This design comes from an exercise in tuning for small area on the open sky130 flow, not from production work.
Where RTL was checked, it was by simulation tests only, not by an equivalence proof against the original.
For run 1, only the layout was checked, not whether the RTL still works.
The flow treats the clock pin as an ideal source, which a real chip does not have.
Power and IR drop assume default switching activity.

--- flow/flow/run.sh ---
#!/bin/bash
# Standard ORFS layout (the standard.sh), with the port buffers made
# from the smallest buffer cell and clock tree options set explicitly.
set -euo pipefail
bash standard.sh \
  'BUFFER_PORTS_ARGS=-buffer_cell sky130_fd_sc_hd__buf_1' \
  'CTS_ARGS=-sink_clustering_enable -repair_clock_nets -dont_use_dummy_load -buf_list {sky130_fd_sc_hd__clkbuf_8 sky130_fd_sc_hd__clkbuf_16} -sink_clustering_size 20 -sink_clustering_max_diameter 40' \
  finish > flow_standard.log 2>&1
--- flow/standard.sh ---
#!/bin/bash
# synth_recipe.tcl (not shown) runs the flow's synth.tcl, then flattens the netlist and writes it again
# the make line also repeats each setting of config.mk as NAME=value (left out here)
make -C /OpenROAD-flow-scripts/flow DESIGN_CONFIG=/design/flow/config.mk WORK_HOME=/design/flow/orfs CLKGATE_MAP_FILE= SYNTH_SCRIPT=/design/flow/synth_recipe.tcl "${@:-finish}"
--- flow/config.mk ---
export PLATFORM = sky130hd
export DESIGN_NAME = deframer
export DESIGN_NICKNAME = deframer
export VERILOG_FILES = /design/flow/design.v
export SDC_FILE = /design/flow/constraint.sdc
export NUM_CORES = 4
export LEC_CHECK = 0
export CAP_MARGIN = 20
export CORE_AREA = 2.3 2.72 457.7 147.28
export DIE_AREA = 0 0 460 150
export SLEW_MARGIN = 20
--- flow/constraint.sdc ---
create_clock -name core_clock -period 10.0 [get_ports {clk}]
set_input_delay 2.0000 -clock core_clock [delete_from_list [all_inputs] [get_ports {clk}]]
set_output_delay 2.0000 -clock core_clock [all_outputs]
set_load 0.01 [all_outputs]
--- flow/design.v ---
module deframer #(
    parameter MAX_LEN = 128                    
) (
    input  wire                   clk,
    input  wire                   rst,             
    input  wire                   in_vld,
    input  wire                   in_bit,
    input  wire [15:0]            cfg_sync,
    input  wire                   cfg_has_crc,
    input  wire                   cfg_check_crc,
    input  wire [15:0]            cfg_poly,
    output reg                    ev_valid,
    output wire [1:0]             ev_kind,         
    output wire                   ev_ok,
    output wire [7:0]             ev_len,
    output wire [8*MAX_LEN-1:0]   ev_data,         
    output wire [15:0]            ev_crc_calc,
    output wire [15:0]            ev_crc_recv
);
    localparam [1:0] ST_SEARCH  = 2'd0,
                     ST_LENGTH  = 2'd1,
                     ST_PAYLOAD = 2'd2,
                     ST_TRAILER = 2'd3;
    reg  [1:0]  st;
    reg  [15:0] sr;            
    reg  [2:0]  bcnt;          
    reg  [6:0]  kcnt;          
    reg  [7:0]  len;
    reg  [15:0] crc;           
    reg         mism;          
    reg  [8*MAX_LEN-1:0] pbuf;
    wire [15:0] shifted   = {sr[14:0], in_bit};
    wire        byte_end  = (bcnt == 3'd7);
    wire [7:0]  kcnt_inc  = {1'b0, kcnt} + 8'd1;
    wire        last_byte = (kcnt_inc == len);
    wire        verify_en = cfg_has_crc & cfg_check_crc;
    wire        match = ev_valid ? ({15'd0, in_bit} == cfg_sync)
                                 : (shifted == cfg_sync);
    wire [15:0] crc_next = {crc[14:0], 1'b0} ^ (cfg_poly & {16{crc[15] ^ in_bit}});
    wire        step  = in_vld & ~rst;
    wire        wr    = step & (st == ST_PAYLOAD) & byte_end;
    wire [7:0] even_byte = kcnt[0] ? shifted[15:8] : shifted[7:0];
    genvar k;
    generate
        for (k = 0; k < MAX_LEN / 2; k = k + 1) begin : g_pair
            always @(posedge clk)
                if (wr && kcnt[6:1] == k)
                    pbuf[16*k +: 16] <= {shifted[7:0], even_byte};
        end
    endgenerate
    assign ev_data     = pbuf;
    assign ev_len      = len;
    wire   alloc_fail  = (len > MAX_LEN);
    assign ev_kind     = {alloc_fail, mism};
    assign ev_ok       = ~(alloc_fail | mism);
    assign ev_crc_calc = crc;
    assign ev_crc_recv = sr;
    always @(posedge clk) begin
        if (rst) begin
            st       <= ST_SEARCH;
            sr       <= 16'd0;
            ev_valid <= 1'b0;
        end else begin
            ev_valid <= 1'b0;
            if (ev_valid && !in_vld)
                sr <= 16'd0;
            if (in_vld) begin
                case (st)
                    ST_SEARCH: begin
                        sr   <= ev_valid ? {15'd0, in_bit} : shifted;
                        bcnt <= 3'd0;
                        if (match) begin
                            crc <= 16'hFFFF;
                            st  <= ST_LENGTH;
                        end
                    end
                    ST_LENGTH: begin
                        sr   <= shifted;
                        crc  <= crc_next;
                        bcnt <= bcnt + 3'd1;
                        kcnt <= 7'd0;
                        if (byte_end) begin
                            len <= shifted[7:0];
                            if (shifted[7:0] > MAX_LEN) begin
                                ev_valid <= 1'b1;
                                mism     <= 1'b0;
                                st       <= ST_SEARCH;
                            end else if (shifted[7:0] == 8'd0) begin
                                if (cfg_has_crc) begin
                                    st <= ST_TRAILER;
                                end else begin
                                    ev_valid <= 1'b1;
                                    mism     <= 1'b0;
                                    st       <= ST_SEARCH;
                                end
                            end else begin
                                st <= ST_PAYLOAD;
                            end
                        end
                    end
                    ST_PAYLOAD: begin
                        sr   <= shifted;
                        crc  <= crc_next;
                        bcnt <= bcnt + 3'd1;
                        if (byte_end) begin
                            if (last_byte) begin
                                kcnt <= 7'd0;
                                if (cfg_has_crc) begin
                                    st <= ST_TRAILER;
                                end else begin
                                    ev_valid <= 1'b1;
                                    mism     <= 1'b0;
                                    st       <= ST_SEARCH;
                                end
                            end else begin
                                kcnt <= kcnt_inc[6:0];
                            end
                        end
                    end
                    default: begin  
                        sr   <= shifted;
                        bcnt <= bcnt + 3'd1;
                        if (byte_end) begin
                            kcnt[0] <= 1'b1;
                            if (kcnt[0]) begin
                                ev_valid <= 1'b1;
                                mism     <= verify_en && crc != shifted;
                                st       <= ST_SEARCH;
                            end
                        end
                    end
                endcase
            end
        end
    end
endmodule
==> metrics.md, run 1 <==
| Metric | Value |
|---|---|
| IO Count | 1106 |
| Reg2Reg Depth | 8 |
| Hold Path Class | reg2reg |
| CP Max Fanout | 16 |
| WS Path Type | in2reg |
| Reg clk slew, reported paths | approximately 80 ps |
| Worst-Margin Slew | ~1100 ps |
| Clock root cell | clkbuf_16 |
| Post-CTS Hold Buffers | 0 |
| WL per Instance | 31.4 um |
| RSZ-0062 raised after global routing | no |
| GPL Wtd Cong | between 0.8 and 0.9 |
| Synth async-reset ratio | 0 |
| Run status | complete, no violations |
| Placed cell area | ~40000 um2 |
| Post-layout util | 0.637 |
| Top Usage Layer GRT | met2 |
| Die width | around 460 um |
| Drt via density | 5.50 |
| Area occupied by multi-input gates | around 2200 um2 |
| Comb power frac | 0.008 |
| Port Buffers | 1105 |
| Critical Path AT | 4240 ps |
| Final period utilization | 0.399 |
| PwrDens | 177 nW/um2 |
| Final WS setup | 6010 ps |
| Chip Height | approximately 150 um |
| # setup viols final | 0 |
| Register Area | 32200 um2 |
| Routed Antenna Nets | 0 |
| Tmin final | 3990 ps |
| Hold violation count in the final report | 0 |
| Clock skew | 54.8 ps |
| Final Slew Violations | 0 |
| Grt met3 use | 0.0669 |
| Design Area, Final | ~42000 um2 |
| First-pass GRT wire length | roughly 150000 um |
| Dpl cells | 3495 |
| DRT Pass-1 Iters | 6 |
| Die ar. | 69000 um2 |
| Mean Syn Cell Area | 23.5 um2 |
| Slew margin rel. | 0.268 |
| Max cap viols | 0 |
| Number of synthesized flops with an enable pin | 1059 |
| Yosys warning count | 1 |
| Global-route usage over all layers | 0.311 |
| WHS Endpoint | sr[15] |
| Internal power | 5970 uW |
| Highest clock rate | 251 MHz |
| DP HPWL | 73300 um |
| Row count | 53 |
| Setup tns final | 0 ps |
| Clock Path Buffers | 3 |
| WHS Path Cells | 1 |
| Post-CTS Setup Bufs | 0 |
| Layout area overhead | 21.3% |
| DR DRC count | 0 |
| RR Startpoint | sr[0] |
| CTS sink count | 1078 |
| Synth Net Count | 1513 |
| Vias in the first global route | 17900 |
| Initial drt markers | 2479 |
| Cells after Synth | 1468 |
| Total global routing overflow | 0 |
| Top FF cell, synth | edfxtp_1 |
| Skew-Pair Late Insertion Delay | between 600 and 700 ps |
| Most frequent cells in the layout | 1104 x buf_1, 1059 x edfxtp_1, 76 x nor2_1 |
| Reg2reg end | crc[14] |
| HP Start | sr[15] |
| Met2 Use GR | 0.530 |
| Seq pwr share | 0.664 |
| Static Leakage | 0.0139 uW |
| Cts bufs inserted | 60 |
| Antenna violations before repair | 7 |
| Initial Util | 0.525 |
| Core area | approximately 66000 um2 |
| Commonest non-fill, non-tap cell in the layout | buf_1 |
| Power share of the clock group | 0.328 |
| Register area share after synthesis | 0.934 |
| Synth Register Bits | 1078 |
| Nets | 2723 |
| Sw Ratio | 0.191 |
| Post-Syn Area | 34500 um2 |
| Peak VDD IR | 0.143 mV |
| Worst setup EP type | flip-flop |
| Fill cell count | 4756 |
| Vias | 19600 |
| Pin count of the biggest net entering global routing | 65 |
| Met1 Use GR | 0.417 |
| CTS tree | done |
| Crit path required time | 10250 ps |
| Layout cells sized above 1 | 0.0676 |
| Count of different cell masters after synthesis | 60 |
| CP startpoint kind | input pin |
| Flop-to-flop setup slack | 6920 ps |
| Number of H-tree levels | 2 |
| Net Sw Power | 1410 uW |
| Routed WL | 112000 um |
| Pre-CTS setup slack | between 5000 and 6000 ps |
| Cts repair resizes | 0 |
| Final cell count without fillers | 3557 |
stage by stage:
stage,total power (uW),hold WS (ps)
after global placement,5060,463
after global routing,7560,511
final,7380,491
after detailed placement,5060,464
after floorplan,5020,506
after CTS,7390,486
flip-flops by register name (all words and copies together), names as in the netlist:
register  flops
kcnt          7
st            2
mism          1
pbuf       1024
sr           16
len           8
ev_valid      1
crc          16
bcnt          3
synthesized netlist by cell type, types with 2 or more instances:
cell | number | area [um2]
buf_2 | 4 | 20.0
buf_4 | 3 | 22.5
nor3_1 | 7 | 35.0
xor2_1 | 23 | 201
o21ai_0 | 30 | 150
nand4_1 | 3 | 18.8
mux2_2 | 5 | 56.3
a21oi_1 | 25 | 125
o22ai_1 | 3 | 18.8
nor4_1 | 8 | 50.1
dfxtp_1 | 19 | 380
and2_1 | 2 | 12.5
buf_6 | 2 | 22.5
o311ai_0 | 2 | 17.5
nor4bb_1 | 3 | 30.0
nand3_1 | 9 | 45.0
ha_1 | 7 | 87.6
nor3b_1 | 2 | 15.0
nand2_1 | 27 | 101
a22o_1 | 14 | 123
nor2b_1 | 14 | 87.6
edfxtp_1 | 1059 | 31800
inv_1 | 15 | 56.3
a31oi_1 | 5 | 31.3
and3_1 | 19 | 119
xnor2_1 | 8 | 70.1
nor2_1 | 92 | 345
nand2b_1 | 4 | 25.0
clkbuf_1 | 21 | 78.8
a211o_1 | 3 | 26.3
layer usage:
layer,wire length [um],part of all wire
met5,17,0.00015
met4,2170,0.019
met1,42000,0.38
met2,58100,0.52
met3,9380,0.084
how the worst max path moves through the flow:
stage	from	endpoint	slack (ps)
6_report	rst	pbuf[1023]	6010
5_1_grt	rst	pbuf[953]	5870
4_1_cts	rst	pbuf[467]	5860
3_5_place_dp	rst	pbuf[474]	5180
3_3_place_gp	rst	pbuf[484]	5260
2_1_floorplan	sr[6]	pbuf[1015]	5290
cells by family (layout without fill, tap and decap cells):
kind of cell,Yosys count,in the layout,share of synthesized area
flip-flops,1078,1078,0.934
buffers and inverters,47,1255,0.00606
adder cells (fa/ha/maj),7,7,0.00254
AO/OA/AOI/OAI,94,94,0.0175
other,0,1,0
XOR/XNOR,32,32,0.00835
multiplexers,7,7,0.00236
AND/OR/NAND/NOR,203,203,0.0295
worst max-delay path: stages:
cell	delay, ps
buf_1	150
nand2b_1	270
inv_1	270
nand4_1	150
or2_2	390
buf_4	260
nor2_2	730
power by group through the flow:
| stage | clock (uW) | combinational [uW] | sequential, uW |
|---|---|---|---|
| 5_1_grt | 2600 | 59.8 | 4900 |
| 4_1_cts | 2440 | 55.1 | 4900 |
| 2_1_floorplan | 0 | 16.6 | 5010 |
| 3_3_place_gp | 0 | 54.0 | 5000 |
| 3_5_place_dp | 0 | 54.9 | 5000 |
| 6_report | 2420 | 56.6 | 4900 |
layout make-up:
type | instances | area share
Sequential cell | 1078 | 0.770
Timing Repair Buffer | 1180 | 0.114
Multi-Input combinational cell | 343 | 0.0524
Clock buffer | 60 | 0.0359
Tap cell | 880 | 0.0263
Inverter | 15 | 0.00135
Antenna cell | 1 | 0.0000599
==> run 2: changes to the inputs <==
--- a/flow/design.v
+++ b/flow/design.v
@@ -40,4 +40,7 @@
     wire        step  = in_vld & ~rst;
-    wire        wr    = step & (st == ST_PAYLOAD) & byte_end;
-    wire [7:0] even_byte = kcnt[0] ? shifted[15:8] : shifted[7:0];
+    wire        pay   = (st == ST_PAYLOAD);
+    wire        stb   = step & byte_end;
+    wire        wr    = stb & pay;
+    wire [7:0]  even_byte = kcnt[0] ? shifted[15:8] : shifted[7:0];
+    wire [15:0] pair_data = {shifted[7:0], even_byte};
     genvar k;
@@ -45,5 +48,8 @@
         for (k = 0; k < MAX_LEN / 2; k = k + 1) begin : g_pair
+            wire sel  = pay & (kcnt[6:1] == k);
+            wire hold = ~sel;
+            wire load = sel & stb;
             always @(posedge clk)
-                if (wr && kcnt[6:1] == k)
-                    pbuf[16*k +: 16] <= {shifted[7:0], even_byte};
+                pbuf[16*k +: 16] <= (pbuf[16*k +: 16] & {16{hold}})
+                                  | (pair_data & {16{load}});
         end
==> flow/flow/run.sh (replaced) <==
#!/bin/bash
# Standard ORFS layout (the standard.sh), with the port buffers made
# from the smallest buffer cell and clock tree options set explicitly.
set -euo pipefail
bash standard.sh \
  'BUFFER_PORTS_ARGS=-buffer_cell sky130_fd_sc_hd__buf_1' \
  'CTS_ARGS=-sink_clustering_enable -repair_clock_nets -dont_use_dummy_load -buf_list sky130_fd_sc_hd__clkbuf_8 -sink_clustering_size 18 -sink_clustering_max_diameter 50' \
  finish > flow_standard.log 2>&1
==> run 2 against run 1 <==
Final area down 5.1%; highest routed layer is now met4; core utilization fell by 3.3 points; register-to-register slack got worse by 200 ps; synthesized area shrank 0.34%; still clean on timing, DRC and antenna; critical endpoint is now crc[15].
==> metrics.md, run 2 <==
| Metric | Value |
|---|---|
| Run status | complete, no violations |
| DP HPWL | 83000 um (+13%) |
| Grt met3 use | 0.0717 (+0.00478) |
| Reg clk slew, reported paths | 110 ps (+30 ps) |
| Number of synthesized flops with an enable pin | 35 (-97%) |
| Final Slew Violations | 0 (unchanged) |
| Hold Path Class | reg2reg |
| Top Usage Layer GRT | met2 |
| Synth area leaders | dfxtp_1 61%, o21ai_0 13%, nand2_1 12% |
| Number of H-tree levels | 3 (+1) |
| Worst setup EP type | flip-flop |
| Clock Path Buffers | 3 (unchanged) |
| Chip Height | 150 um (unchanged) |
| Mean Syn Cell Area | 9.01 um2 (-62%) |
| Crit path max-delay family | simple AND/OR/NAND/NOR gates |
| Biggest register | pbuf |
| PwrDens | 162 nW/um2 (-8.0%) |
| Antenna violations before repair | 6 (-1) |
| Met1 Use GR | 0.435 (+0.0180) |
| HP Start | pbuf[196] |
| Vias | 29500 (+51%) |
| Final period utilization | 0.416 (+0.0173) |
| DR DRC count | 0 (unchanged) |
| Initial drt markers | 2512 (+1.3%) |
| Critical Path AT | 4510 ps (+270 ps) |
| Slew margin rel. | 0.208 (-0.0605) |
| Reg2reg end | pbuf[414] |
| Register area share after synthesis | 0.639 (-0.295) |
| Post-Syn Area | 34300 um2 (-0.34%) |
| Cells after Synth | 3814 (+160%) |
| Worst-path cell chain | buf_1 > xor2_1 > a221o_1 > or4_4 > nor4_1 > mux2i_1 > nor2_2 |
| WHS Path Cells | 2 (+1) |
| IO Count | 1106 (unchanged) |
| Commonest cells in the netlist | 1117 x nand2_1, 1043 x dfxtp_1, 889 x o21ai_0, 303 x clkbuf_1, 156 x o21ai_1 |
| Tmin final | 4160 ps (+173 ps) |
| Synth async-reset ratio | 0 (unchanged) |
| WL per Instance | 22.3 um (-29%) |
| Top FF cell, synth | dfxtp_1 |
| Highest clock rate | 240 MHz (-4.1%) |
| Flop-to-flop setup slack | 6720 ps (-200 ps) |
| Max cap viols | 0 (unchanged) |
| Biggest regs | pbuf x1024, crc x16, sr x16 |
| Fill cell count | 6193 (+30%) |
| Nets | 4727 (+74%) |
| CP Max Fanout | 16 (unchanged) |
| Synth Register Bits | 1078 (unchanged) |
| Port Buffers | 1105 (unchanged) |
| Design Power | 6440 uW (-13%) |
| CTS tree | done |
| Post-CTS Hold Buffers | 0 (unchanged) |
| Most frequent cells in the layout | 1105 x buf_1, 1092 x nand2_1, 1043 x dfxtp_1 |
| WS Path Type | in2reg |
| Crit path required time | 10340 ps (+90 ps) |
| # setup viols final | 0 (unchanged) |
| Vias in the first global route | 26100 (+46%) |
| Yosys top cell area share | 0.608 (-0.315) |
| Worst-Margin Slew | 1190 ps (+90.7 ps) |
| Static Leakage | 0.0201 uW (+45%) |
| RSZ-0062 raised after global routing | no |
| RR Startpoint | st[0] |
| Routed WL | 124000 um (+11%) |
| Pin count of the biggest net entering global routing | 65 (unchanged) |
| First-pass GRT wire length | 175000 um (+20%) |
| Die ar. | 69000 um2 (unchanged) |
| Skew-Pair Late Insertion Delay | 750 ps (+80 ps) |
| Peak VDD IR | 0.0852 mV (-40%) |
| CP startpoint kind | input pin |
| Layout cells sized above 1 | 0.0282 (-0.0394) |
| Hold violation count in the final report | 0 (unchanged) |
| DRT Pass-1 Iters | 7 (+1) |
| Row count | 53 (unchanged) |
| Core area | 65700 um2 (unchanged) |
| Top-count cell post-synth | nand2_1 |
| Largest area contributor in the netlist | dfxtp_1 |
| Commonest non-fill, non-tap cell in the layout | buf_1 |
| Yosys warning count | 1 (unchanged) |
| WHS Endpoint | pbuf[196] |
| Max reg flops | 1024 (unchanged) |
| Routed Antenna Nets | 0 (unchanged) |
| Synth Net Count | 3859 (+160%) |
| Initial Util | 0.523 (-0.00179) |
| Global-route usage over all layers | 0.343 (+0.0320) |
| GPL Wtd Cong | 0.888 (+0.37%) |
| Cts repair resizes | 0 (unchanged) |
| Met2 Use GR | 0.582 (+0.0517) |
| Total global routing overflow | 0 (unchanged) |
| Setup tns final | 0 ps (unchanged) |
| Cts bufs inserted | 69 (+15%) |
| Drt via density | 5.30 (-3.6%) |
| Worst path bufs/invs | 1 (-2) |
| Layout area overhead | 15.5% |
| Clock root cell | clkbuf_8 |
| Post-CTS Setup Bufs | 0 (unchanged) |
| Slowest-stage cell, CP | nor2_2 |
| CTS sink count | 1078 (unchanged) |
| CP max stage delay | 680 ps (-50 ps) |
| Reg2Reg Depth | 5 (-3) |
| Count of different cell masters after synthesis | 61 (+1.7%) |
| Clock skew | 58.0 ps (+3.24 ps) |
| Die width | 460 um (unchanged) |
-- run 2: stage by stage --
stage / setup WS (ps) / hold slack (ps) / util / cells / area (um2)
detailed placement: 5110 / 440 / 0.588 / 5487 / 38600
CTS: 5850 / 455 / 0.602 / 5556 / 39500
finish: 5840 / 453 / 0.604 / 5564 / 39700
global route: 5740 / 474 / 0.604 / 5563 / 39700
global placement: 4800 / 431 / 0.588 / 5487 / 38600
floorplan: 5580 / 474 / - / 3814 / 34300
-- run 2: worst register-to-register path: stages, from the launching register on --
cell and delay (ps):
dfxtp_1 350, inv_1 100, ha_1 490, and3_1 880, nand2_1 880, o21ai_0 450
-- run 2: layer usage --
layer,vias to the layer above,share of wire,routed length [um]
met5,-,0,0
met4,0,0.037,4540
met3,246,0.070,8740
met2,989,0.49,60200
met1,14000,0.41,50600
li1,14300,-,-
-- run 2: layout make-up --
type	instances	area (um2)	share of cell area
inverters	12	45.0	0.00114
well taps	880	1100	0.0278
multi-input cells	2396	11300	0.284
clock buffers	69	950	0.0239
flip-flops and latches	1078	21900	0.553
diodes	4	10.0	0.000252
repair buffers	1125	4340	0.110
-- run 2: how the worst max path moves through the flow --
stage / startpoint / cells after the start / slack (ps) / end
6_report: in_bit / 7 / 5840 / crc[15]
5_1_grt: in_bit / 7 / 5740 / crc[11]
4_1_cts: len[3] / 4 / 5850 / ev_ok
3_5_place_dp: in_bit / 7 / 5110 / crc[6]
3_3_place_gp: in_bit / 7 / 4800 / crc[7]
2_1_floorplan: in_bit / 7 / 5580 / crc[0]
-- run 2: cells by family after synthesis --
family	after synthesis	share of synthesized area
DFF	1078	0.639
muxes	9	0.00288
buffers and inverters	340	0.0382
adders and majority gates	7	0.00255
AOI/OAI and AO/OA	1113	0.167
xor gates and xnor gates	33	0.00842
and+or+nand+nor	1234	0.142
-- run 2: power by group --
group	switching [uW]	internal, uW	leakage, uW	total [uW]
logic	70.5	34.0	0.0108	105
clock network	1340	628	0.000496	1970
registers	19.6	4350	0.00877	4370
total	1430	5010	0.0201	6440
==> run 3: changes to the inputs <==
==> flow/flow/run.sh (replaced) <==
#!/bin/bash
# Standard ORFS layout (the standard.sh) with:
#  - port buffers made from the smallest buffer cell,
#  - clock tree from clkbuf_8 leaves without dummy loads,
#  - leaf clock buffers with a high estimated clock-pin slew upsized
#    after CTS (flow/post_cts.tcl).
set -euo pipefail
here=$(pwd)
bash standard.sh \
  'BUFFER_PORTS_ARGS=-buffer_cell sky130_fd_sc_hd__buf_1' \
  'CTS_ARGS=-sink_clustering_enable -repair_clock_nets -dont_use_dummy_load -buf_list sky130_fd_sc_hd__clkbuf_8 -sink_clustering_size 20 -sink_clustering_max_diameter 40' \
  "POST_CTS_TCL=$here/flow/post_cts.tcl" \
  finish > flow_standard.log 2>&1
==> flow/flow/post_cts.tcl (new file) <==
# Upsize clock leaf buffers whose flip-flop clock pins have a high
# estimated slew, then legalize the placement again.
estimate_parasitics -placement
set limit 0.108
set worst [dict create]
foreach pin [all_registers -clock_pins -edge_triggered] {
  set w 0
  foreach e {rise fall} {
    foreach a {min max} {
      set s [get_property $pin slew_${a}_$e]
      if {$s > $w} { set w $s }
    }
  }
  set drv [get_pins -of_objects [get_nets -of_objects $pin] -filter "direction==output"]
  set inst [get_full_name [get_cells -of_objects $drv]]
  if {![dict exists $worst $inst] || [dict get $worst $inst] < $w} { dict set worst $inst $w }
}
set n 0
foreach inst [dict keys $worst] {
  set w [dict get $worst $inst]
  set master [get_property [get_cells $inst] ref_name]
  if {$w > $limit && $master ne "sky130_fd_sc_hd__clkbuf_16"} {
    puts "post_cts: $inst ($master) clock pin slew $w, upsized"
    replace_cell [get_cells $inst] sky130_fd_sc_hd__clkbuf_16
    incr n
  }
}
puts "post_cts: upsized $n clock buffers"
if {$n > 0} {
  detailed_placement
  check_placement -verbose
  estimate_parasitics -placement
}
--- a/flow/config.mk
+++ b/flow/config.mk
@@ -8,4 +8,4 @@
 export CAP_MARGIN = 20
-export CORE_AREA = 2.3 2.72 457.7 147.28
-export DIE_AREA = 0 0 460 150
+export CORE_AREA = 2.3 2.72 467.7 107.28
+export DIE_AREA = 0 0 470 110
 export SLEW_MARGIN = 20
==> run 3 against run 2 <==
Final area increased by 0.38%; critical endpoint is now ev_ok; highest routed layer unchanged; critical path depth fell by 3; sequential cell count did not move; synthesized cell count unchanged; total power grew 5.9%.
==> metrics.md, run 3 <==
| Metric | Value |
|---|---|
| Initial drt markers | 3993 (+59%) |
| Final cell count without fillers | 5325 (-4.3%) |
| First-pass GRT wire length | 167000 um (-4.6%) |
| Static Leakage | 0.0203 uW (+0.94%) |
| DR DRC count | 0 (unchanged) |
| Top FF cell, synth | dfxtp_1 |
| Flop-to-flop setup slack | 6550 ps (-170 ps) |
| Number of synthesized flops with an enable pin | 35 (unchanged) |
| Count of different cell masters after synthesis | 61 (unchanged) |
| Port Buffers | 1105 (unchanged) |
| Clock skew | 41.0 ps (-17.0 ps) |
| Hold Path Class | reg2reg |
| Highest clock rate | 250 MHz (+4.2%) |
| Yosys top cell area share | 0.608 (unchanged) |
| Worst Hold Margin | 451 ps (-1.18 ps) |
| Layout cells sized above 1 | 0.0264 (-0.00184) |
| Setup tns final | 0 ps (unchanged) |
| Die width | 470 um (+2.2%) |
| Initial Util | 0.715 (+0.191) |
| Max reg flops | 1024 (unchanged) |
| Register area share after synthesis | 0.639 (unchanged) |
| Mean Syn Cell Area | 9.01 um2 (unchanged) |
| CP startpoint kind | flip-flop |
| Row count | 38 (-28%) |
| Antenna violations before repair | 1 (-5) |
| CP Max Fanout | 5 (-11) |
| Synth Register Bits | 1078 (unchanged) |
| Max cap viols | 0 (unchanged) |
| Top-count cell post-synth | nand2_1 |
| Reg2reg end | pbuf[170] |
| Die ar. | 51700 um2 (-25%) |
| # setup viols final | 0 (unchanged) |
| Vias in the first global route | 27000 (+3.6%) |
| Synth async-reset ratio | 0 (unchanged) |
| Worst setup EP type | output port |
| Core area | 48100 um2 (-27%) |
| WL per Instance | 22.1 um (-1.1%) |
| RR Startpoint | st[0] |
| Total global routing overflow | 0 (unchanged) |
| Final Slew Violations | 0 (unchanged) |
| Routed wl met2 | 53900 um (-11%) |
| Max Used Layer | met4 |
| GPL Wtd Cong | 0.926 (+4.3%) |
| Global-route usage over all layers | 0.428 (+0.0848) |
| DRT Pass-1 Iters | 8 (+1) |
| CTS tree | done |
| Reg clk slew, reported paths | 90 ps (-20 ps) |
| Drt via density | 5.87 (+11%) |
| Post-Syn Area | 34300 um2 (unchanged) |
| Met3 wire length | 12900 um (+48%) |
| Synth area leaders | dfxtp_1 61%, o21ai_0 13%, nand2_1 12% |
| WHS Endpoint | pbuf[537] |
| Pin count of the biggest net entering global routing | 65 (unchanged) |
| Reg2Reg Depth | 5 (unchanged) |
| Layout area overhead | 15.9% |
| Commonest non-fill, non-tap cell in the layout | buf_1 |
| Peak VDD IR | 0.161 mV (+89%) |
| CTS sink count | 1078 (unchanged) |
| Vias | 31200 (+6.0%) |
| Yosys warning count | 1 (unchanged) |
| Biggest regs | pbuf x1024, crc x16, sr x16 |
| Crit path required time | 8000 ps (-2340 ps) |
| Worst-Margin Slew | 1220 ps (+32.4 ps) |
| Routed Antenna Nets | 0 (unchanged) |
| Slew margin rel. | 0.186 (-0.0216) |
| Critical Path AT | 1990 ps (-2520 ps) |
| Cells after Synth | 3814 (unchanged) |
| WS Path Type | reg2out |
| Dpl cells | 5261 (-4.1%) |
| Diode count | 0 (-4) |
| Synth Net Count | 3859 (unchanged) |
| HP Start | pbuf[537] |
| Largest area contributor in the netlist | dfxtp_1 |
| IO Count | 1106 (unchanged) |
| Chip Height | 110 um (-27%) |
| RSZ-0062 raised after global routing | no |
| Run status | complete, no violations |
| Most frequent cells in the layout | 1105 x buf_1, 1083 x nand2_1, 1043 x dfxtp_1 |
| Met1 Wirelength | 45000 um (-11%) |
| DP HPWL | 78300 um (-5.6%) |
| PwrDens | 171 nW/um2 (+5.5%) |
| Final period utilization | 0.399 (-0.0167) |
| Hold violation count in the final report | 0 (unchanged) |
| Routed WL | 117000 um (-5.4%) |
| Commonest cells in the netlist | 1117 x nand2_1, 1043 x dfxtp_1, 889 x o21ai_0, 303 x clkbuf_1, 156 x o21ai_1 |
| WHS Path Cells | 2 (unchanged) |
| Tmin final | 3990 ps (-167 ps) |
| Biggest register | pbuf |
| Skew-Pair Late Insertion Delay | 790 ps (+40 ps) |
| Nets | 4712 (-0.32%) |
-- run 3: layer usage --
metal | vias to the layer above | global-route usage
met5 | - | 0
met4 | 0 | 0.203
met3 | 426 | 0.102
met2 | 1884 | 0.690
met1 | 14700 | 0.558
li1 | 14200 | -
-- run 3: cell type report --
type | instances | area, um2
clock buffer | 59 | 1420
fill | 3165 | 8260
inverter | 12 | 45.0
multi-input combinational | 2396 | 11300
sequential | 1078 | 21900
tap | 660 | 826
timing repair buffer | 1120 | 4310
-- run 3: how the worst max path moves through the flow --
stage	from	end	slack, ps	depth (start not counted)
floorplan	in_bit	crc[0]	5580	7
global placement	in_bit	crc[0]	5420	8
finish	len[4]	ev_ok	6010	4
global route	in_bit	crc[14]	5910	8
detailed placement	in_bit	crc[10]	5340	8
-- run 3: kinds of logic after synthesis --
group / Yosys count / synth area share
AOI/OAI and AO/OA: 1113 / 0.167
xor gates and xnor gates: 33 / 0.00842
adders and majority gates: 7 / 0.00255
buffers and inverters: 340 / 0.0382
DFF: 1078 / 0.639
muxes: 9 / 0.00288
and+or+nand+nor: 1234 / 0.142
-- run 3: stage by stage --
step / total power [uW] / utilization / worst slack, ps / area [um2]
after global placement: 4560 / 0.796 / 5420 / 38200
after global routing: 6980 / 0.828 / 5910 / 39800
final: 6820 / 0.828 / 6010 / 39800
after floorplan: 4510 / - / 5580 / 34300
after detailed placement: 4570 / 0.796 / 5340 / 38200
-- run 3: power by group --
part | internal [uW] | switching, uW
Clock | 990 | 1370
Sequential | 4340 | 20.4
Combinational | 34.0 | 71.2
-- run 3: critical path, stage by stage (launching register included) --
cell and delay, ps:
edfxtp_1 510, nor4_1 270, a21boi_0 180, nor2_1 120, buf_1 150
==> run 4: changes to the inputs <==
--- a/flow/config.mk
+++ b/flow/config.mk
@@ -8,4 +8,4 @@
 export CAP_MARGIN = 20
-export CORE_AREA = 2.3 2.72 467.7 107.28
-export DIE_AREA = 0 0 470 110
+export CORE_AREA = 2.3 2.72 463.7 117.28
+export DIE_AREA = 0 0 466 120
 export SLEW_MARGIN = 20
==> run 4 against run 3 <==
Still clean; count of clock-buffer cells in the layout unchanged; setup slack worse by 61 ps; synthesized area stayed put; clock power about the same; worst hold slack lost 1.7 ps; clock skew rose by 18 ps; via count fell by 3.6%; die area grew 8.2%; non-clock buffer count unchanged; wire length shrank 0.28%; critical path depth stayed put; critical endpoint unchanged; largest cell class unchanged.
==> metrics.md, run 4 <==
| Metric | Value |
|---|---|
| Slew margin rel. | 0.109 (-0.0778) |
| Vias | 30100 (-3.6%) |
| Sw Ratio | 0.214 (+0.000380) |
| Total global routing overflow | 0 (unchanged) |
| Placed cell area | 38300 um2 (+0.27%) |
| CP Max Fanout | 5 (unchanged) |
| CP startpoint kind | flip-flop |
| Fill cell count | 4132 (+31%) |
| RSZ-0062 raised after global routing | no |
| Design Area, Final | 39800 um2 (about the same) |
| Number of synthesized flops with an enable pin | 35 (unchanged) |
| Nets | 4712 (unchanged) |
| Most frequent cells in the layout | 1105 x buf_1, 1096 x nand2_1, 1043 x dfxtp_1 |
| Top-count cell post-synth | nand2_1 |
| CTS sink count | 1078 (unchanged) |
| Run status | complete, no violations |
| Port Buffers | 1105 (unchanged) |
| CTS tree | done |
| # setup viols final | 0 (unchanged) |
| Yosys top cell area share | 0.608 (unchanged) |
| Peak VDD IR | 0.115 mV (-28%) |
| Biggest register | pbuf |
| Worst Hold Margin | 450 ps (-1.67 ps) |
| Global-route usage over all layers | 0.402 (-0.0256) |
| Highest clock rate | 247 MHz (-1.5%) |
| Max cap viols | 0 (unchanged) |
| Routed Antenna Nets | 0 (unchanged) |
| DRT Pass-1 Iters | 5 (-3) |
| Setup tns final | 0 ps (unchanged) |
| Initial Util | 0.652 (-0.0629) |
| Power share of the clock group | 0.346 (about the same) |
| Layout cells sized above 1 | 0.0238 (-0.00257) |
| Commonest cells in the netlist | 1117 x nand2_1, 1043 x dfxtp_1, 889 x o21ai_0, 303 x clkbuf_1, 156 x o21ai_1 |
| Row count | 42 (+11%) |
| Drt via density | 5.59 (-4.8%) |
| Net Sw Power | 1460 uW (+0.23%) |
| Synth Register Bits | 1078 (unchanged) |
| Biggest regs | pbuf x1024, crc x16, sr x16 |
| Yosys warning count | 1 (unchanged) |
| Seq pwr share | 0.639 (about the same) |
| First-pass GRT wire length | 169000 um (+1.3%) |
| Crit path required time | 8000 ps (about the same) |
| DP HPWL | 77800 um (-0.70%) |
| Design Power | 6830 uW (about the same) |
| Commonest non-fill, non-tap cell in the layout | buf_1 |
| DR DRC count | 0 (unchanged) |
| Mean Syn Cell Area | 9.01 um2 (unchanged) |
| WL per Instance | 21.7 um (-1.5%) |
| Hold Path Class | reg2reg |
| Core area | 52700 um2 (+9.7%) |
| Pin count of the biggest net entering global routing | 65 (unchanged) |
| Post-Syn Area | 34300 um2 (unchanged) |
| Largest area contributor in the netlist | dfxtp_1 |
| Max reg flops | 1024 (unchanged) |
| Hold violation count in the final report | 0 (unchanged) |
| Diode count | 0 (unchanged) |
| Cells after Synth | 3814 (unchanged) |
| Count of different cell masters after synthesis | 61 (unchanged) |
| Synth Net Count | 3859 (unchanged) |
| Synth async-reset ratio | 0 (unchanged) |
| Comb power frac | 0.015 (about the same) |
| Antenna violations before repair | 0 (-1) |
| WHS Path Cells | 2 (unchanged) |
| Chip Height | 120 um (+9.1%) |
| Post-layout util | 0.756 (-0.0722) |
| Skew-Pair Late Insertion Delay | 810 ps (+20 ps) |
| Critical Path AT | 2060 ps (+70 ps) |
| Tmin final | 4060 ps (+61.4 ps) |
| Static Leakage | 0.0203 uW (about the same) |
| Die width | 466 um (-0.85%) |
| GPL Wtd Cong | 0.921 (-0.54%) |
| Worst setup EP type | output port |
| Reg2Reg Depth | 5 (unchanged) |
| Final Slew Violations | 0 (unchanged) |
| Initial drt markers | 3055 (-23%) |
| Die ar. | 55900 um2 (+8.2%) |
| PwrDens | 171 nW/um2 (about the same) |
| Routed WL | 117000 um (-0.28%) |
| Final period utilization | 0.406 (+0.00614) |
| Internal power | 5370 uW (about the same) |
| Synth area leaders | dfxtp_1 61%, o21ai_0 13%, nand2_1 12% |
| Reg clk slew, reported paths | 80 ps (about the same) |
| Register area share after synthesis | 0.639 (unchanged) |
| Vias in the first global route | 26400 (-2.2%) |
| Worst-Margin Slew | 1330 ps (+106 ps) |
| Clock skew | 58.8 ps (+17.8 ps) |
| IO Count | 1106 (unchanged) |
| WS Path Type | reg2out |
| Top FF cell, synth | dfxtp_1 |
| Layout area overhead | 16.0% (about the same) |
-- run 4: final timing paths --
| path | start | end | slack [ps] |
|---|---|---|---|
| min reg2reg | pbuf[210] | pbuf[210] | 450 |
| max | len[4] | ev_ok | 5940 |
| max reg2reg | kcnt[2] | pbuf[22] | 6590 |
| min | pbuf[210] | pbuf[210] | 450 |
-- run 4: metrics by stage --
stage                     std cells  setup WS (ps)
after floorplan                3814           5580
after global placement         5329           4980
after detailed placement       5329           5260
after global routing           5391           5830
final                          5391           5940
-- run 4: worst max-delay path: stages (launching register included) --
cell	delay, ps
edfxtp_1	530
nor4_1	330
a21boi_0	180
nor2_1	110
buf_1	150
-- run 4: cell type report --
class | count | area [um2] | share of cell area
Clock buffer | 59 | 1420 | 0.0356
Multi-Input combinational cell | 2396 | 11200 | 0.282
Inverter | 12 | 45.0 | 0.00113
Timing Repair Buffer | 1120 | 4300 | 0.108
Tap cell | 726 | 908 | 0.0228
Sequential cell | 1078 | 21900 | 0.550
-- run 4: logic make-up (layout without fill, tap and decap cells) --
logic type,after synthesis,after routing,synth area share
fa+ha+maj,7,7,0.00255
xor+xnor,33,33,0.00842
mux,9,9,0.00288
simple gates,1234,1234,0.142
buf+inv,340,1191,0.0382
flops,1078,1078,0.639
compound gates,1113,1113,0.167
-- run 4: metal layers --
| metal | part of all wire | GRT usage | wire [um] |
|---|---|---|---|
| met1 | 0.40 | 0.510 | 46800 |
| met4 | 0.037 | 0.148 | 4320 |
| met3 | 0.096 | 0.118 | 11300 |
| met5 | 0.00035 | 0 | 41 |
| met2 | 0.47 | 0.657 | 54600 |
-- run 4: power groups by stage --
stage | combinational, uW | sequential [uW] | clock (uW)
detailed placement | 104 | 4460 | 0
global route | 114 | 4370 | 2520
finish | 105 | 4360 | 2360
floorplan | 35.4 | 4480 | 0
global placement | 101 | 4460 | 0
==> run 5: changes to the inputs <==
--- a/flow/flow/run.sh
+++ b/flow/flow/run.sh
@@ -10,3 +10,3 @@
   'BUFFER_PORTS_ARGS=-buffer_cell sky130_fd_sc_hd__buf_1' \
-  'CTS_ARGS=-sink_clustering_enable -repair_clock_nets -dont_use_dummy_load -buf_list sky130_fd_sc_hd__clkbuf_8 -sink_clustering_size 20 -sink_clustering_max_diameter 40' \
+  'CTS_ARGS=-sink_clustering_enable -repair_clock_nets -dont_use_dummy_load -buf_list sky130_fd_sc_hd__clkbuf_8 -sink_clustering_size 18 -sink_clustering_max_diameter 50' \
   "POST_CTS_TCL=$here/flow/post_cts.tcl" \
--- a/flow/flow/post_cts.tcl
+++ b/flow/flow/post_cts.tcl
@@ -3,3 +3,3 @@
 estimate_parasitics -placement
-set limit 0.108
+set limit 0.115
 set worst [dict create]
--- a/flow/config.mk
+++ b/flow/config.mk
@@ -8,4 +8,4 @@
 export CAP_MARGIN = 20
-export CORE_AREA = 2.3 2.72 463.7 117.28
-export DIE_AREA = 0 0 466 120
+export CORE_AREA = 2.3 2.72 467.7 107.28
+export DIE_AREA = 0 0 470 110
 export SLEW_MARGIN = 20
==> run 5 against run 4 <==
Core utilization grew 6.3 points; global-route usage grew 2.2 points; synthesized area is the same; worst hold slack gained 3.9 ps; die area shrank 7.5%; critical path depth grew 4; combinational power is essentially flat; critical endpoint is now crc[13].
==> metrics.md, run 5 <==
| Metric | Value |
|---|---|
| Routed Antenna Nets | 0 (unchanged) |
| Count of different cell masters after synthesis | 61 (unchanged) |
| Top-count cell post-synth | nand2_1 |
| PwrDens | 163 nW/um2 (-4.8%) |
| First-pass GRT wire length | 165000 um (-2.5%) |
| CP Max Fanout | 16 (+11) |
| IO Count | 1106 (unchanged) |
| Clock skew | 62.0 ps (+3.26 ps) |
| Seq pwr share | 0.680 (+0.041) |
| Synth Register Bits | 1078 (unchanged) |
| Pin count of the biggest net entering global routing | 65 (unchanged) |
| Core area | 48100 um2 (-8.8%) |
| Comb power frac | 0.016 (about the same) |
| Most frequent cells in the layout | 1105 x buf_1, 1086 x nand2_1, 1043 x dfxtp_1 |
| Peak VDD IR | 0.117 mV (+1.2%) |
| WHS Path Cells | 2 (unchanged) |
| Worst Hold Margin | 454 ps (+3.90 ps) |
| Reg2reg end | pbuf[164] |
| Tmin final | 4070 ps (+16.3 ps) |
| HP Start | pbuf[73] |
| # setup viols final | 0 (unchanged) |
| GPL Wtd Cong | 0.926 (+0.54%) |
| Top FF cell, synth | dfxtp_1 |
| Row count | 38 (-9.5%) |
| WHS Endpoint | pbuf[73] |
| Drt via density | 5.87 (+5.1%) |
| Hold Path Class | reg2reg |
| Power share of the clock group | 0.304 (-0.042) |
| Port Buffers | 1105 (unchanged) |
| Crit path required time | 10360 ps (+2360 ps) |
| Critical Path AT | 4440 ps (+2380 ps) |
| Mean Syn Cell Area | 9.01 um2 (unchanged) |
| Initial Util | 0.715 (+0.0629) |
| Die ar. | 51700 um2 (-7.5%) |
| Worst setup EP type | flip-flop |
| Post-Syn Area | 34300 um2 (unchanged) |
| Post-layout util | 0.819 (+0.0631) |
| Net Sw Power | 1410 uW (-3.8%) |
| Worst-Margin Slew | 1200 ps (-125 ps) |
| Layout cells sized above 1 | 0.0282 (+0.00443) |
| Synth Net Count | 3859 (unchanged) |
| Final period utilization | 0.407 (+0.00163) |
| Final Slew Violations | 0 (unchanged) |
| Initial drt markers | 3910 (+28%) |
| Commonest non-fill, non-tap cell in the layout | buf_1 |
| Global-route usage over all layers | 0.425 (+0.0222) |
| Setup tns final | 0 ps (unchanged) |
| Run status | complete, no violations |
| CTS sink count | 1078 (unchanged) |
| Number of synthesized flops with an enable pin | 35 (unchanged) |
| Layout area overhead | 14.6% |
| Antenna violations before repair | 2 (+2) |
| Cells after Synth | 3814 (unchanged) |
| Max reg flops | 1024 (unchanged) |
| RR Startpoint | st[0] |
| Sw Ratio | 0.219 (+0.00487) |
| Skew-Pair Late Insertion Delay | 720 ps (-90 ps) |
| Synth area leaders | dfxtp_1 61%, o21ai_0 13%, nand2_1 12% |
| Design Power | 6420 uW (-5.9%) |
| Yosys warning count | 1 (unchanged) |
| CTS tree | done |
| DRT Pass-1 Iters | 6 (+1) |
| Reg clk slew, reported paths | 110 ps (+30 ps) |
| Hold violation count in the final report | 0 (unchanged) |
| DR DRC count | 0 (unchanged) |
| Die width | 470 um (+0.86%) |
| CP startpoint kind | input pin |
| Yosys top cell area share | 0.608 (unchanged) |
| Biggest regs | pbuf x1024, crc x16, sr x16 |
| Register area share after synthesis | 0.639 (unchanged) |
| Nets | 4724 (+0.25%) |
| Largest area contributor in the netlist | dfxtp_1 |
| Max cap viols | 0 (unchanged) |
| Total global routing overflow | 0 (unchanged) |
| Routed WL | 117000 um (-0.51%) |
| WL per Instance | 21.8 um (+0.50%) |
| Chip Height | 110 um (-8.3%) |
| Biggest register | pbuf |
| Reg2Reg Depth | 6 (+1) |
| Slew margin rel. | 0.199 (+0.0899) |
| Commonest cells in the netlist | 1117 x nand2_1, 1043 x dfxtp_1, 889 x o21ai_0, 303 x clkbuf_1, 156 x o21ai_1 |
| RSZ-0062 raised after global routing | no |
| Highest clock rate | 246 MHz (-0.40%) |
| Vias in the first global route | 26600 (+0.72%) |
| Static Leakage | 0.0201 uW (-0.75%) |
| Synth async-reset ratio | 0 (unchanged) |
| Flop-to-flop setup slack | 6610 ps (+20 ps) |
| DP HPWL | 78300 um (+0.71%) |
| Internal power | 5020 uW (-6.5%) |
| Vias | 31300 (+4.0%) |
| WS Path Type | in2reg |
| Diode count | 0 (unchanged) |
-- run 5: changes by cell type in the layout (fill, tap and decap cells not counted), sizes merged --
| cell | change |
|---|---|
| clkbuf | +10 |
| buf | +2 |
-- run 5: kinds of logic after synthesis --
logic type,Yosys count,share of synthesized area
and+or+nand+nor,1234,0.142
AOI/OAI and AO/OA,1113,0.167
DFF,1078,0.639
buffers and inverters,340,0.0382
xor gates and xnor gates,33,0.00842
muxes,9,0.00288
adders and majority gates,7,0.00255
-- run 5: power groups by stage --
stage	combinational, uW	sequential (uW)	clock [uW]
after global routing	114	4370	2090
final	105	4370	1950
after detailed placement	103	4460	0
after floorplan	35.4	4480	0
after global placement	100	4460	0
-- run 5: worst max path at each step --
stage	from	endpoint	slack, ps	cells after the start
after floorplan	in_bit	crc[0]	5580	7
after global placement	in_bit	crc[0]	5420	8
after detailed placement	in_bit	crc[10]	5340	8
after global routing	in_bit	crc[13]	5850	8
final	in_bit	crc[13]	5930	8
-- run 5: cell type report --
cell class                 count  area, um2
sequential                  1078      21900
multi-input combinational   2396      11300
fill                        3303       8690
timing repair buffer        1122       4350
clock buffer                  69        961
tap                          660        826
inverter                      12       45.0
-- run 5: worst max-delay path, stage by stage --
cell and delay, ps:
buf_1 540, xor2_1 140, a221o_1 290, or4_4 560
nor4_1 190, mux2i_1 120, nor2_1 270, buf_4 310
-- run 5: metal layers --
layer	vias to the layer above	GRT usage	share of wire
met1	14700	0.562	0.39
met4	2	0.195	0.047
met5	-	0	0.000069
met3	418	0.0950	0.11
li1	14300	-	-
met2	1896	0.681	0.46
-- run 5: through the flow --
step | instance area, um2 | setup WS, ps | std cells
finish | 39400 | 5930 | 5337
detailed placement | 38200 | 5340 | 5261
floorplan | 34300 | 5580 | 3814
global placement | 38200 | 5420 | 5261
global route | 39400 | 5850 | 5337
==> run 6: changes to the inputs <==
--- a/flow/flow/run.sh
+++ b/flow/flow/run.sh
@@ -10,3 +10,3 @@
   'BUFFER_PORTS_ARGS=-buffer_cell sky130_fd_sc_hd__buf_1' \
-  'CTS_ARGS=-sink_clustering_enable -repair_clock_nets -dont_use_dummy_load -buf_list sky130_fd_sc_hd__clkbuf_8 -sink_clustering_size 18 -sink_clustering_max_diameter 50' \
+  'CTS_ARGS=-sink_clustering_enable -repair_clock_nets -dont_use_dummy_load -buf_list sky130_fd_sc_hd__clkbuf_8 -sink_clustering_size 16 -sink_clustering_max_diameter 50' \
   "POST_CTS_TCL=$here/flow/post_cts.tcl" \
==> run 6 against run 5 <==
Synthesized cell count did not move; worst hold slack hardly changed; final area is essentially flat; global-route usage increased by 0.17 points; maximum frequency rose by 1.5%; sequential share of layout area down 0.055 points; total power rose by 1.3%; count of clock-buffer cells in the layout is 8 higher; final cell count hardly changed; highest routed layer is now met4; still clean.
==> metrics.md, run 6 <==
| Metric | Value |
|---|---|
| DP HPWL | 78300 um (unchanged) |
| Commonest cells in the netlist | 1117 x nand2_1, 1043 x dfxtp_1, 889 x o21ai_0, 303 x clkbuf_1, 156 x o21ai_1 |
| Design Area, Final | 39400 um2 (about the same) |
| Total global routing overflow | 0 (unchanged) |
| Post-Syn Area | 34300 um2 (unchanged) |
| PwrDens | 165 nW/um2 (+1.2%) |
| Diode count | 0 (unchanged) |
| Most frequent cells in the layout | 1105 x buf_1, 1082 x nand2_1, 1043 x dfxtp_1 |
| WL per Instance | 21.8 um (-0.17%) |
| Hold violation count in the final report | 0 (unchanged) |
| Nets | 4729 (+0.11%) |
| Post-layout util | 0.820 (about the same) |
| Port Buffers | 1105 (unchanged) |
| Number of synthesized flops with an enable pin | 35 (unchanged) |
| Initial Util | 0.715 (unchanged) |
| Antenna violations before repair | 1 (-1) |
| Reg clk slew, reported paths | 100 ps (about the same) |
| Peak VDD IR | 0.119 mV (+2.4%) |
| # setup viols final | 0 (unchanged) |
| Largest area contributor in the netlist | dfxtp_1 |
| Setup tns final | 0 ps (unchanged) |
| Grt met3 use | 0.0950 (unchanged) |
| Die width | 470 um (unchanged) |
| Top FF cell, synth | dfxtp_1 |
| RSZ-0062 raised after global routing | no |
| DRT Pass-1 Iters | 6 (unchanged) |
| Worst path bufs/invs | 2 (unchanged) |
| WS Path Type | in2reg |
| Vias | 31200 (-0.42%) |
| Static Leakage | 0.0201 uW (+0.10%) |
| Skew-Pair Late Insertion Delay | 710 ps (about the same) |
| DR DRC count | 0 (unchanged) |
| Critical Path AT | 4400 ps (-40 ps) |
| Hold Path Class | reg2reg |
| Register area share after synthesis | 0.639 (unchanged) |
| Biggest register | pbuf |
| CTS tree | done |
| Highest clock rate | 249 MHz (+1.5%) |
| Yosys warning count | 1 (unchanged) |
| Routed Antenna Nets | 0 (unchanged) |
| Die ar. | 51700 um2 (unchanged) |
| Synth Net Count | 3859 (unchanged) |
| Yosys top cell area share | 0.608 (unchanged) |
| Mean Syn Cell Area | 9.01 um2 (unchanged) |
| Biggest regs | pbuf x1024, crc x16, sr x16 |
| Crit path max-delay family | simple AND/OR/NAND/NOR gates |
| Max reg flops | 1024 (unchanged) |
| Layout cells sized above 1 | 0.0301 (+0.00189) |
| Row count | 38 (unchanged) |
| Top Usage Layer GRT | met2 |
| Global-route usage over all layers | 0.426 (+0.00174) |
| GPL Wtd Cong | 0.926 (unchanged) |
| Slowest-stage cell, CP | or4_4 |
| CP startpoint kind | input pin |
| Vias in the first global route | 26800 (+0.66%) |
| Commonest non-fill, non-tap cell in the layout | buf_1 |
| Initial drt markers | 3976 (+1.7%) |
| Synth Register Bits | 1078 (unchanged) |
| Crit path required time | 10390 ps (+30 ps) |
| Placed cell area | 38200 um2 (unchanged) |
| Synth area leaders | dfxtp_1 61%, o21ai_0 13%, nand2_1 12% |
| Layout area overhead | 14.7% (about the same) |
| Met2 Use GR | 0.683 (+0.00253) |
| CTS sink count | 1078 (unchanged) |
| Routed WL | 116000 um (about the same) |
| IO Count | 1106 (unchanged) |
| CP max stage delay | 560 ps (about the same) |
| Worst-path cell chain | buf_1 > xor2_1 > a221o_1 > or4_4 > nor4_1 > mux2i_1 > nor2_1 > buf_4 |
| Met1 Use GR | 0.564 (+0.00130) |
| Slew margin rel. | 0.203 (+0.00489) |
| CP Max Fanout | 16 (unchanged) |
| Worst-Margin Slew | 1190 ps (-7.33 ps) |
| Chip Height | 110 um (unchanged) |
| Synth async-reset ratio | 0 (unchanged) |
| Final Slew Violations | 0 (unchanged) |
| Drt via density | 5.84 (-0.52%) |
| Pin count of the biggest net entering global routing | 65 (unchanged) |
| Max cap viols | 0 (unchanged) |
| Count of different cell masters after synthesis | 61 (unchanged) |
| Final period utilization | 0.401 (-0.00607) |
| First-pass GRT wire length | 166000 um (+0.43%) |
| Clock skew | 56.5 ps (-5.54 ps) |
| Run status | complete, no violations |
| Tmin final | 4010 ps (-60.7 ps) |
| Core area | 48100 um2 (unchanged) |
| Worst setup EP type | flip-flop |
| Cells after Synth | 3814 (unchanged) |
| Top-count cell post-synth | nand2_1 |
run 6: cell count changes in the layout (fill, tap and decap cells not counted), sizes merged:
cell,change
clkbuf,+8
buf,-3
run 6: final cells by class:
cell class | count | area (um2)
clock buffer | 77 | 1060
sequential | 1078 | 21900
timing repair buffer | 1119 | 4280
tap | 660 | 826
fill | 3274 | 8660
multi-input combinational | 2396 | 11300
inverter | 12 | 45.0
run 6: per-stage QoR:
stage	cells	hold WS [ps]	setup slack [ps]	total power, uW
global route	5342	466	5870	6670
finish	5342	453	5990	6510
global placement	5261	431	5420	4560
detailed placement	5261	439	5340	4570
floorplan	3814	474	5580	4510
run 6: path summary, 6_finish.rpt:
path                            startpoint        end  slack [ps]  cells past startpoint
worst max-delay path                in_bit    crc[14]        5990                      8
worst min-delay path             pbuf[539]  pbuf[539]         450                      2
worst max register to register       st[0]  pbuf[242]        6460                      6
worst min register to register   pbuf[539]  pbuf[539]         450                      2
run 6: cells by family after synthesis:
kind of cell,after synthesis,synth area share
AOI/OAI and AO/OA,1113,0.167
xor gates and xnor gates,33,0.00842
adders and majority gates,7,0.00255
buffers and inverters,340,0.0382
DFF,1078,0.639
muxes,9,0.00288
and+or+nand+nor,1234,0.142
run 6: tightest hold or removal path, cell delays in order, from the launching register on:
cell and delay, ps:
dfxtp_1 320, nand2_1 50, o21ai_1 50
run 6: layer usage:
layer,vias to the layer above,share of wire
met5,-,0
met4,0,0.048
met3,407,0.10
met2,1835,0.46
met1,14700,0.39
li1,14300,-
run 6: power breakdown:
part / total, uW / switching (uW) / internal (uW) / leakage (uW)
logic: 105 / 70.9 / 34.0 / 0.0108
registers: 4370 / 20.2 / 4340 / 0.00877
clock network: 2040 / 1340 / 696 / 0.000554
==> run 7: changes to the inputs <==
--- a/flow/flow/run.sh
+++ b/flow/flow/run.sh
@@ -3,3 +3,3 @@
 #  - port buffers made from the smallest buffer cell,
-#  - clock tree from clkbuf_8 leaves without dummy loads,
+#  - clock tree from clkbuf_8 leaves (up to 16 sinks) without dummy loads,
 #  - leaf clock buffers with a high estimated clock-pin slew upsized
--- a/flow/flow/post_cts.tcl
+++ b/flow/flow/post_cts.tcl
@@ -3,3 +3,3 @@
 estimate_parasitics -placement
-set limit 0.115
+set limit 0.098
 set worst [dict create]
--- a/flow/config.mk
+++ b/flow/config.mk
@@ -7,5 +7,5 @@
 export LEC_CHECK = 0
-export CAP_MARGIN = 20
+export CAP_MARGIN = 5
 export CORE_AREA = 2.3 2.72 467.7 107.28
 export DIE_AREA = 0 0 470 110
-export SLEW_MARGIN = 20
+export SLEW_MARGIN = 5
==> run 7 against run 6 <==
Global-route usage rose by 0.22 points; first-iteration DRC count fell by 6.6%; clock power rose by about 10%; synthesized area did not move; via count barely moved; sequential power barely moved; critical path type unchanged.
==> metrics.md, run 7 <==
| Metric | Value |
|---|---|
| Max reg flops | 1024 (unchanged) |
| DR DRC count | 0 (unchanged) |
| PwrDens | 170 nW/um2 (+2.9%) |
| Seq pwr share | 0.650 (-0.021) |
| Initial Util | 0.715 (unchanged) |
| Critical Path AT | 4430 ps (+30 ps) |
| Commonest non-fill, non-tap cell in the layout | buf_1 |
| CTS tree | done |
| Biggest register | pbuf |
| Fill cell count | 3262 (-0.37%) |
| DP HPWL | 78300 um (about the same) |
| Highest clock rate | 246 MHz (-1.1%) |
| Reg clk slew, reported paths | 70 ps (-30 ps) |
| Port Buffers | 1105 (unchanged) |
| WL per Instance | 22.0 um (+0.81%) |
| Synth async-reset ratio | 0 (unchanged) |
| Worst Hold Margin | 449 ps (-4.39 ps) |
| Worst-path cell chain | buf_1 > xor2_1 > a221o_1 > or4_4 > nor4_1 > mux2i_1 > nor2_1 > buf_4 |
| Synth Register Bits | 1078 (unchanged) |
| Slowest-stage cell, CP | or4_4 |
| Routed WL | 117000 um (+0.76%) |
| Comb power frac | 0.016 (about the same) |
| Nets | 4726 (-0.063%) |
| Routed Antenna Nets | 0 (unchanged) |
| WS Path Type | in2reg |
| Core area | 48100 um2 (unchanged) |
| Chip Height | 110 um (unchanged) |
| Post-layout util | 0.823 (+0.00318) |
| Register area share after synthesis | 0.639 (unchanged) |
| Layout area overhead | 15.2% |
| Final period utilization | 0.406 (+0.00456) |
| # setup viols final | 0 (unchanged) |
| Peak VDD IR | 0.108 mV (-9.6%) |
| Yosys top cell area share | 0.608 (unchanged) |
| Pin count of the biggest net entering global routing | 65 (unchanged) |
| RSZ-0062 raised after global routing | no |
| Synth area leaders | dfxtp_1 61%, o21ai_0 13%, nand2_1 12% |
| Clock skew | 66.6 ps (+10.1 ps) |
| CP max stage delay | 560 ps (about the same) |
| Cells after Synth | 3814 (unchanged) |
| Sw Ratio | 0.218 (-0.00197) |
| Die width | 470 um (unchanged) |
| Yosys warning count | 1 (unchanged) |
| First-pass GRT wire length | 166000 um (+0.52%) |
| CTS sink count | 1078 (unchanged) |
| Global-route usage over all layers | 0.429 (+0.00216) |
| Antenna violations before repair | 1 (unchanged) |
| Vias | 31200 (+0.032%) |
| Total global routing overflow | 0 (unchanged) |
| Internal power | 5250 uW (+3.5%) |
| Power share of the clock group | 0.335 (+0.022) |
| Biggest regs | pbuf x1024, crc x16, sr x16 |
| Max cap viols | 0 (unchanged) |
| Number of synthesized flops with an enable pin | 35 (unchanged) |
| Worst-Margin Slew | 1240 ps (+43.4 ps) |
| Setup tns final | 0 ps (unchanged) |
| Count of different cell masters after synthesis | 61 (unchanged) |
| Commonest cells in the netlist | 1117 x nand2_1, 1043 x dfxtp_1, 889 x o21ai_0, 303 x clkbuf_1, 156 x o21ai_1 |
| Tmin final | 4060 ps (+45.6 ps) |
| Top FF cell, synth | dfxtp_1 |
| Vias in the first global route | 26900 (+0.48%) |
| CP Max Fanout | 16 (unchanged) |
| Post-Syn Area | 34300 um2 (unchanged) |
| Net Sw Power | 1470 uW (+2.3%) |
| Crit path required time | 10380 ps (about the same) |
| Skew-Pair Late Insertion Delay | 720 ps (about the same) |
| IO Count | 1106 (unchanged) |
| Run status | complete, no violations |
| Die ar. | 51700 um2 (unchanged) |
| CP startpoint kind | input pin |
| GPL Wtd Cong | 0.926 (unchanged) |
| Initial drt markers | 3714 (-6.6%) |
| DRT Pass-1 Iters | 6 (unchanged) |
| Largest area contributor in the netlist | dfxtp_1 |
| Diode count | 0 (unchanged) |
| Top-count cell post-synth | nand2_1 |
| Layout cells sized above 1 | 0.0252 (-0.00490) |
| Area occupied by multi-input gates | 11200 um2 (-0.46%) |
| Mean Syn Cell Area | 9.01 um2 (unchanged) |
| Final Slew Violations | 0 (unchanged) |
| Synth Net Count | 3859 (unchanged) |
| Worst setup EP type | flip-flop |
| Slew margin rel. | 0.172 (-0.0309) |
| Row count | 38 (unchanged) |
| Hold violation count in the final report | 0 (unchanged) |
| Hold Path Class | reg2reg |
| Static Leakage | 0.0202 uW (+0.36%) |
| Drt via density | 5.84 (about the same) |
| Most frequent cells in the layout | 1105 x buf_1, 1101 x nand2_1, 1043 x dfxtp_1 |
| Register Area | 21900 um2 (unchanged) |
run 7: changes by cell type in the layout (fill, tap and decap cells not counted):
cell and delta:
nand2_1 +19, buf_8 -4, clkbuf_16 +21, buf_16 +1, clkbuf_8 -21, a21oi_1 +1
a21oi_2 -1, nand2_2 -19
run 7: power groups by stage:
stage	logic (uW)	registers [uW]	clock network, uW
finish	105	4360	2250
detailed placement	103	4460	0
global route	114	4370	2400
floorplan	35.4	4480	0
global placement	100	4460	0
run 7: worst max-delay path: cells and delay by family:
family                    cells  cell delay, ps
buffers and inverters         2             840
xor gates and xnor gates      1             140
AOI/OAI and AO/OA             1             290
muxes                         1             120
and+or+nand+nor               3            1020
run 7: routing by layer:
layer  routed length (um)  vias up  global-route usage
li1                     -    14300                   -
met1                45900    14700               0.563
met2                53800     1860               0.690
met3                12200      383              0.0989
met4                 5320        2               0.198
met5                   48        -                   0
run 7: worst paths after layout:
path / from / to / slack, ps / cells past startpoint
max reg2reg: st[0] / pbuf[242] / 6470 / 6
min reg2reg: pbuf[74] / pbuf[74] / 450 / 2
min: pbuf[74] / pbuf[74] / 450 / 2
max: in_bit / crc[10] / 5940 / 8
run 7: cell families after synthesis:
family                   share of synthesized area
adder cells (fa/ha/maj)                    0.00255
XOR/XNOR                                   0.00842
AO/OA/AOI/OAI                                0.167
buffers and inverters                       0.0382
AND/OR/NAND/NOR                              0.142
multiplexers                               0.00288
flip-flops                                   0.639
run 7: final cells by class:
class | count | share of cell area
clock buffer | 77 | 0.0328
multi-input combinational | 2396 | 0.284
timing repair buffer | 1116 | 0.107
tap | 660 | 0.0209
inverter | 12 | 0.00114
sequential | 1078 | 0.554
run 7: stage by stage:
| stage | instances | power [uW] | setup WS (ps) | area [um2] |
|---|---|---|---|---|
| 2_1_floorplan | 3814 | 4510 | 5580 | 34300 |
| 3_3_place_gp | 5261 | 4560 | 5420 | 38200 |
| 5_1_grt | 5339 | 6880 | 5870 | 39600 |
| 6_report | 5339 | 6720 | 5940 | 39600 |
| 3_5_place_dp | 5261 | 4570 | 5320 | 38200 |
==> run 8: changes to the inputs <==
--- a/flow/config.mk
+++ b/flow/config.mk
@@ -7,5 +7,5 @@
 export LEC_CHECK = 0
-export CAP_MARGIN = 5
+export CAP_MARGIN = 20
 export CORE_AREA = 2.3 2.72 467.7 107.28
 export DIE_AREA = 0 0 470 110
-export SLEW_MARGIN = 5
+export SLEW_MARGIN = 20
==> run 8 against run 7 <==
Still clean; synthesized area is the same; sequential cell count stayed put; synthesized cell count stayed put; wire length about the same; global-route usage is essentially flat; final area grew 0.19%; largest power group unchanged; highest routed layer is now met4.
==> metrics.md, run 8 <==
| Metric | Value |
|---|---|
| Final WS setup | 5960 ps (+21.9 ps) |
| Drt via density | 5.86 (+0.22%) |
| Routed WL | 117000 um (about the same) |
| RSZ-0062 raised after global routing | no |
| Setup tns final | 0 ps (unchanged) |
| Hold violation count in the final report | 0 (unchanged) |
| IO Count | 1106 (unchanged) |
| Total global routing overflow | 0 (unchanged) |
| Chip Height | 110 um (unchanged) |
| Worst Hold Margin | 450 ps (+1.29 ps) |
| Most frequent cells in the layout | 1105 x buf_1, 1082 x nand2_1, 1043 x dfxtp_1 |
| Mean Syn Cell Area | 9.01 um2 (unchanged) |
| PwrDens | 169 nW/um2 (-0.40%) |
| CP startpoint kind | input pin |
| Worst-Margin Slew | 1200 ps (-34.0 ps) |
| Biggest regs | pbuf x1024, crc x16, sr x16 |
| Port Buffers | 1105 (unchanged) |
| Met1 Use GR | 0.562 (-0.000761) |
| Slew margin rel. | 0.197 (+0.0246) |
| Yosys top cell area share | 0.608 (unchanged) |
| Area share of and/or/nand/nor cells after synthesis | 0.142 (unchanged) |
| Hold Path Class | reg2reg |
| Run status | complete, no violations |
| Register area share after synthesis | 0.639 (unchanged) |
| Synth Register Bits | 1078 (unchanged) |
| Biggest register | pbuf |
| Core area | 48100 um2 (unchanged) |
| Vias | 31300 (+0.29%) |
| Cells after Synth | 3814 (unchanged) |
| Highest clock rate | 248 MHz (+0.54%) |
| Top FF cell, synth | dfxtp_1 |
| Synth Area in Compound Gates | 0.167 (unchanged) |
| Commonest cells in the netlist | 1117 x nand2_1, 1043 x dfxtp_1, 889 x o21ai_0, 303 x clkbuf_1, 156 x o21ai_1 |
| Layout area overhead | 15.4% |
| Met2 Use GR | 0.688 (-0.00211) |
| Crit path required time | 10400 ps (+20 ps) |
| Synth async-reset ratio | 0 (unchanged) |
| GPL Wtd Cong | 0.926 (unchanged) |
| Largest area contributor in the netlist | dfxtp_1 |
| CTS tree | done |
| Static Leakage | 0.0203 uW (+0.14%) |
| DR DRC count | 0 (unchanged) |
| Yosys warning count | 1 (unchanged) |
| Skew-Pair Late Insertion Delay | 740 ps (+20 ps) |
| Mux cell area share after synthesis | 0.00288 (unchanged) |
| Initial drt markers | 3898 (+5.0%) |
| Number of synthesized flops with an enable pin | 35 (unchanged) |
| Initial Util | 0.715 (unchanged) |
| Main combinational cell family by area after synthesis | compound AO/OA/AOI/OAI gates |
| Reg clk slew, reported paths | 70 ps (about the same) |
| Critical Path AT | 4440 ps (about the same) |
| # setup viols final | 0 (unchanged) |
| Die width | 470 um (unchanged) |
| Row count | 38 (unchanged) |
| Xor-xnor portion of the synthesized cell area | 0.00841 (unchanged) |
| DRT Pass-1 Iters | 6 (unchanged) |
| WL per Instance | 21.9 um (-0.12%) |
| Peak VDD IR | 0.119 mV (+10%) |
| Pre-CTS setup slack | 5340 ps (+23.4 ps) |
| Global-route usage over all layers | 0.428 (about the same) |
| Routed Antenna Nets | 0 (unchanged) |
| DP HPWL | 78300 um (about the same) |
| Final Slew Violations | 0 (unchanged) |
| Max reg flops | 1024 (unchanged) |
| Nets | 4728 (+0.042%) |
| Commonest non-fill, non-tap cell in the layout | buf_1 |
| Tmin final | 4040 ps (-21.9 ps) |
| CP Max Fanout | 16 (unchanged) |
| Adder-Cell Fraction of Synth Area | 0.00255 (unchanged) |
| Antenna violations before repair | 2 (+1) |
| CTS sink count | 1078 (unchanged) |
| WS Path Type | in2reg |
| Vias in the first global route | 26900 (-0.041%) |
| First-pass GRT wire length | 166000 um (about the same) |
| Grt met3 use | 0.0999 (+0.000982) |
| Worst setup EP type | flip-flop |
| Pin count of the biggest net entering global routing | 65 (unchanged) |
| Post-Syn Area | 34300 um2 (unchanged) |
| Layout cells sized above 1 | 0.0299 (+0.00469) |
| Count of different cell masters after synthesis | 61 (unchanged) |
| Top Usage Layer GRT | met2 |
| Die ar. | 51700 um2 (unchanged) |
| Clock skew | 41.6 ps (-25.0 ps) |
| Final period utilization | 0.404 (-0.00219) |
| Max cap viols | 0 (unchanged) |
| Synth Net Count | 3859 (unchanged) |
| Top-count cell post-synth | nand2_1 |
| Synth area leaders | dfxtp_1 61%, o21ai_0 13%, nand2_1 12% |
[run 8: kinds of logic after synthesis]
| kind of cell | after synthesis |
|---|---|
| AO/OA/AOI/OAI | 1113 |
| XOR/XNOR | 33 |
| adder cells (fa/ha/maj) | 7 |
| buffers and inverters | 340 |
| flip-flops | 1078 |
| multiplexers | 9 |
| AND/OR/NAND/NOR | 1234 |
[run 8: metal layers]
metal	vias up	part of all wire
met5	-	0
met4	0	0.050
met3	437	0.10
met2	1836	0.45
met1	14700	0.39
li1	14300	-
[run 8: final cells by class]
type                    instances  area, um2
repair buffers               1118       4280
well taps                     660        826
flip-flops and latches       1078      21900
inverters                      12       45.0
diodes                          2       5.00
fillers                      3194       8430
clock buffers                  77       1280
multi-input cells            2396      11300
[run 8: through the flow]
step	cells	utilization	instance area [um2]	power [uW]
floorplan	3814	-	34300	4510
global placement	5261	0.796	38200	4560
detailed placement	5261	0.796	38200	4570
global route	5341	0.825	39600	6870
finish	5343	0.825	39600	6700
[run 8: critical path, cell delays in order]
cell and delay (ps):
buf_1 530, xor2_1 140, a221o_1 290, or4_4 560
nor4_1 180, mux2i_1 110, nor2_1 290, buf_4 310
[run 8: final timing paths]
kind / startpoint / endpoint / slack (ps) / cells past startpoint
setup / recovery: in_bit / crc[10] / 5960 / 8
hold / removal: pbuf[74] / pbuf[74] / 450 / 2
hold reg to reg: pbuf[74] / pbuf[74] / 450 / 2
setup reg to reg: st[0] / pbuf[242] / 6460 / 6
[run 8: report_power, final]
| part | leakage, uW | total (uW) | switching (uW) | internal, uW |
|---|---|---|---|---|
| clock network | 0.000656 | 2240 | 1370 | 867 |
| logic | 0.0108 | 105 | 70.9 | 34.0 |
| registers | 0.00877 | 4360 | 20.4 | 4340 |
